From an optimization exercise on the open Yosys and OpenROAD flow, aimed at small area and a short achievable clock period; shortcuts taken in it are not production practice. Function was checked by simulation only, so behaviour that the tests miss may differ from the original. No activity file was given, so power comes from the tool's default toggle rates.

## the baseline
==> flow/design.v <==
module usim_dispatch (
    input  wire         clk,
    input  wire         rst_n,
    input  wire         cfg_we,
    input  wire [2:0]   cfg_idx,
    input  wire [16:0]  cfg_base,
    input  wire [16:0]  cfg_size,
    input  wire [3:0]   cfg_count,
    input  wire         build_start,
    output reg  [1:0]   phase,
    output reg  [1:0]   fault_code,
    output reg  [2:0]   fault_i,
    output reg  [2:0]   fault_j,
    input  wire         c_req,
    input  wire         c_we,
    input  wire [15:0]  c_addr,
    input  wire [7:0]   c_wdata,
    output reg          c_ack,
    output reg  [7:0]   c_rdata,
    output reg          m_req,
    output wire         m_we,
    output wire [15:0]  m_addr,
    output wire [7:0]   m_wdata,
    input  wire         m_ack,
    input  wire [7:0]   m_rdata,
    output reg  [7:0]   d_req,
    output wire         d_we,
    output reg  [127:0] d_off,
    output wire [7:0]   d_wdata,
    input  wire [7:0]   d_ack,
    input  wire [63:0]  d_rdata
);
    localparam NB = 8;
    localparam PH_EMPTY    = 2'd0;
    localparam PH_BUILDING = 2'd1;
    localparam PH_RUNNING  = 2'd2;
    localparam PH_DEFECT   = 2'd3;
    localparam F_RANGE   = 2'd1;
    localparam F_OVERLAP = 2'd2;
    localparam F_ZERO    = 2'd3;
    reg [16*NB-1:0] nbase_f;       
    reg [16*NB-1:0] last_f;        
    reg [3:0]  n_r;
    reg [3:0]  c;           
    reg        bvalid;      
    reg [2:0]  bb;          
    reg [2:0]  ba;          
    reg        qsel;        
    integer i;
    wire idle    = phase[0] == phase[1];       
    wire bld     = phase == PH_BUILDING;
    wire running = phase == PH_RUNNING;
    wire [17:0] w_s    = {1'b1, ~(cfg_base ^ cfg_size)};
    wire [17:0] w_c    = {cfg_base | cfg_size, 1'b0};
    wire [17:0] w_last = w_s + w_c;
    wire        w_zero = cfg_size == 17'd0;
    wire        w_rng  = cfg_base[16] | w_last[17] | w_last[16];
    wire        w_bad  = w_zero | w_rng;
    wire [15:0] w_nb   = {~cfg_base[15:1] & {15{~w_bad}}, ~w_zero & (w_rng | ~cfg_base[0])};
    wire [15:0] w_l    = w_last[15:0] & {16{~w_bad}};
    always @(posedge clk)
        for (i = 0; i < NB; i = i + 1)
            if (rst_n && idle && cfg_we && cfg_idx == i) begin
                nbase_f[16*i +: 16] <= w_nb;
                last_f[16*i +: 16]  <= w_l;
            end
    function automatic [1:0] cout16(input [15:0] a, input [15:0] b);
        reg [15:0] g, p;
        integer s, k;
        begin
            g = a & b;
            p = a | b;
            for (s = 1; s < 16; s = s * 2)
                for (k = 0; k + s < 16; k = k + 2 * s) begin
                    g[k] = g[k + s] | (p[k + s] & g[k]);
                    p[k] = p[k + s] & p[k];
                end
            cout16 = {g[0], g[0] | p[0]};
        end
    endfunction
    reg [15:0] qx;
    always @* begin
        qx = 16'd0;
        for (i = 0; i < NB; i = i + 1)
            if (c[2:0] == i)
                qx = ~nbase_f[16*i +: 16];
    end
    wire [15:0] x  = qsel ? qx : c_addr;
    reg [NB-1:0] ge, gt, le, en, hq;
    reg [1:0]    r;
    always @* begin
        for (i = 0; i < NB; i = i + 1) begin
            r      = cout16(x, nbase_f[16*i +: 16]);
            gt[i]  = r[1];
            ge[i]  = r[0];
            r      = cout16(last_f[16*i +: 16], ~x);
            le[i]  = r[0];
            en[i]  = n_r[3] | (i < n_r[2:0]);
            hq[i]  = ge[i] & le[i];
            d_off[i*16 +: 16] = x - ~nbase_f[16*i +: 16];
        end
    end
    reg [NB-1:0] below;
    always @*
        for (i = 0; i < NB; i = i + 1)
            below[i] = hq[i] & en[i] & (gt[i] | (i < c));
    wire       c_bad   = ~hq[c[2:0]];
    wire       c_cand  = |below;
    wire [2:0] c_a     = {|below[7:4], |{below[7:6], below[3:2]},
                          |{below[7], below[5], below[3], below[1]}};
    always @(posedge clk) begin
        if (!rst_n) begin
            phase <= PH_EMPTY;
            qsel  <= 1'b0;
        end else if (idle) begin
            if (build_start) begin
                qsel   <= 1'b1;
                n_r    <= cfg_count;
                c      <= 4'd0;
                bvalid <= 1'b0;
                phase  <= PH_BUILDING;
            end
        end else if (bld) begin
            if (c == n_r) begin
                qsel <= 1'b0;
                if (bvalid) begin
                    phase      <= PH_DEFECT;
                    fault_code <= F_OVERLAP;
                    fault_i    <= ba;
                    fault_j    <= bb;
                end else begin
                    phase      <= PH_RUNNING;
                end
            end else if (c_bad) begin
                qsel       <= 1'b0;
                phase      <= PH_DEFECT;
                fault_code <= qx[0] ? F_ZERO : F_RANGE;
                fault_i    <= c[2:0];
            end else begin
                c <= c + 4'd1;
                if (c_cand && !(bvalid && ge[bb])) begin
                    bvalid <= 1'b1;
                    bb     <= c[2:0];
                    ba     <= c_a;
                end
            end
        end
    end
    wire [NB-1:0] hit   = hq & en;
    wire          found = |hit;
    wire          go    = running & c_req;
    always @* begin
        d_req   = hit & {NB{go}};
        m_req   = go & ~found;
        c_ack   = go & (|(hit & d_ack) | (~found & m_ack));
        c_rdata = m_rdata & {8{~found}};
        for (i = 0; i < NB; i = i + 1)
            c_rdata = c_rdata | (d_rdata[i*8 +: 8] & {8{hit[i]}});
    end
    assign m_we    = c_we;
    assign m_addr  = c_addr;
    assign m_wdata = c_wdata;
    assign d_we    = c_we;
    assign d_wdata = c_wdata;
endmodule
==> flow/config.mk <==
export PLATFORM = sky130hd
export DESIGN_NAME = usim_dispatch
export DESIGN_NICKNAME = usim_dispatch
export VERILOG_FILES = /design/flow/design.v
export SDC_FILE = /design/flow/constraint.sdc
export NUM_CORES = 4
export LEC_CHECK = 0
export CAP_MARGIN = 20
export CORE_MARGIN = 2
export CORE_UTILIZATION = 65
export SETUP_SLACK_MARGIN = 4
export SLEW_MARGIN = 20
==> flow/constraint.sdc <==
create_clock -name core_clock -period 12.0 [get_ports {clk}]
set_input_delay 2.4000 -clock core_clock [delete_from_list [all_inputs] [get_ports {clk}]]
set_output_delay 2.4000 -clock core_clock [all_outputs]
set_load 0.01 [all_outputs]
standard.sh (not shown) runs the stock make flow with config.mk's settings and CLKGATE_MAP_FILE= SYNTH_SCRIPT=/design/flow/synth_recipe.tcl, a recipe that flattens the netlist after the stock synthesis.
==> flow/flow/run.sh <==
#!/bin/bash
# Layout: the standard flow (standard.sh), with
#  - ABC mapping with flow/abc_map.script (delay-oriented) instead of ORFS's,
#  - ABC left to map the adders itself (no half/full-adder cells),
#  - small fast port buffers (buf_1) instead of clkdlybuf4s50_1.
# Everything else, the registers included, is the standard synthesis and flow.
set -euo pipefail
export MY_ABC_SCRIPT="$PWD/flow/abc_map.script"
bash standard.sh \
    "SYNTH_SCRIPT=$PWD/flow/synth.tcl" \
    "BUFFER_PORTS_ARGS=-buffer_cell sky130_fd_sc_hd__buf_1" \
    ADDER_MAP_FILE= \
    finish > standard_flow.log 2>&1
==> flow/flow/abc_map.script <==
strash
&get -n
&st
&dch
&nf
&st
&syn2
&if -g -K 6
&synch2
&nf
&put
strash
dch
map {D}
buffer
upsize {D}
dnsize {D}
stime -p
==> flow/flow/synth.tcl <==
# The standard flow's synthesis script (synth_recipe.tcl), with ORFS's ABC script replaced
# by flow/abc_map.script (delay-oriented mapping).
proc synth {args} { yosys synth -nofsm -noshare {*}$args }
proc fix_abc_script {n1 n2 op} { set ::abc_script $::env(MY_ABC_SCRIPT) }
trace add variable ::abc_script write fix_abc_script
source $::env(SCRIPTS_DIR)/synth.tcl
# left out here: clear keep_hierarchy, flatten, clean up, hide names made inside functions, write 1_2_yosys.v
The baseline went all the way through synthesis, placement and routing and the layout is clean on timing, DRC and antenna.
[inputs] the candidate vs the baseline
- SETUP_SLACK_MARGIN no longer set, was 4
- CTS_BUF_LIST now sky130_fd_sc_hd__clkbuf_4 sky130_fd_sc_hd__clkbuf_8, previously not set
diff --git a/flow/flow/abc_map.script b/flow/flow/abc_map.script
--- a/flow/flow/abc_map.script
+++ b/flow/flow/abc_map.script
@@ -13 +13 @@
-dch
+dc2
==> comparison <==
Min fraction of final layout cells with drive strength greater than 1 across the candidate and the baseline: the candidate. The candidate against the baseline: area of all placed cells without fillers moved down, net switching component of the power went down, post-layout worst setup margin went down 1.45 ns.

## static timing again, ports no longer ideal
How much do the figures lean on ideal ports? The routed layouts below were timed once more, with nothing changed but the port constraints. Step 1 (the two cells are an assumption about what drives the block):
set clk [get_ports {clk}]
set_driving_cell -lib_cell sky130_fd_sc_hd__clkbuf_16 $clk
set_driving_cell -lib_cell sky130_fd_sc_hd__buf_2 [delete_from_list [all_inputs] $clk]
Step 2, shift: input delay + t, output delay - t, t = (earliest + latest rising clock arrival at the registers) / 2. This alone moves slack from input paths to output paths. Slacks: ideal ports / drivers / drivers and shift; pairs: ideal ports / drivers.
run	shift t [ns]	setup slack, ns	hold slack, ns	latest minus earliest clock arrival (ns)
the baseline	0.665	3.915 / 3.860 / 3.955	0.471 / 0.471 / 0.471	0.016 / 0.016
the candidate	0.677	2.463 / 2.412 / 2.957	0.496 / 0.496 / 0.496	0.032 / 0.032
After both steps every run listed still meets setup and hold.
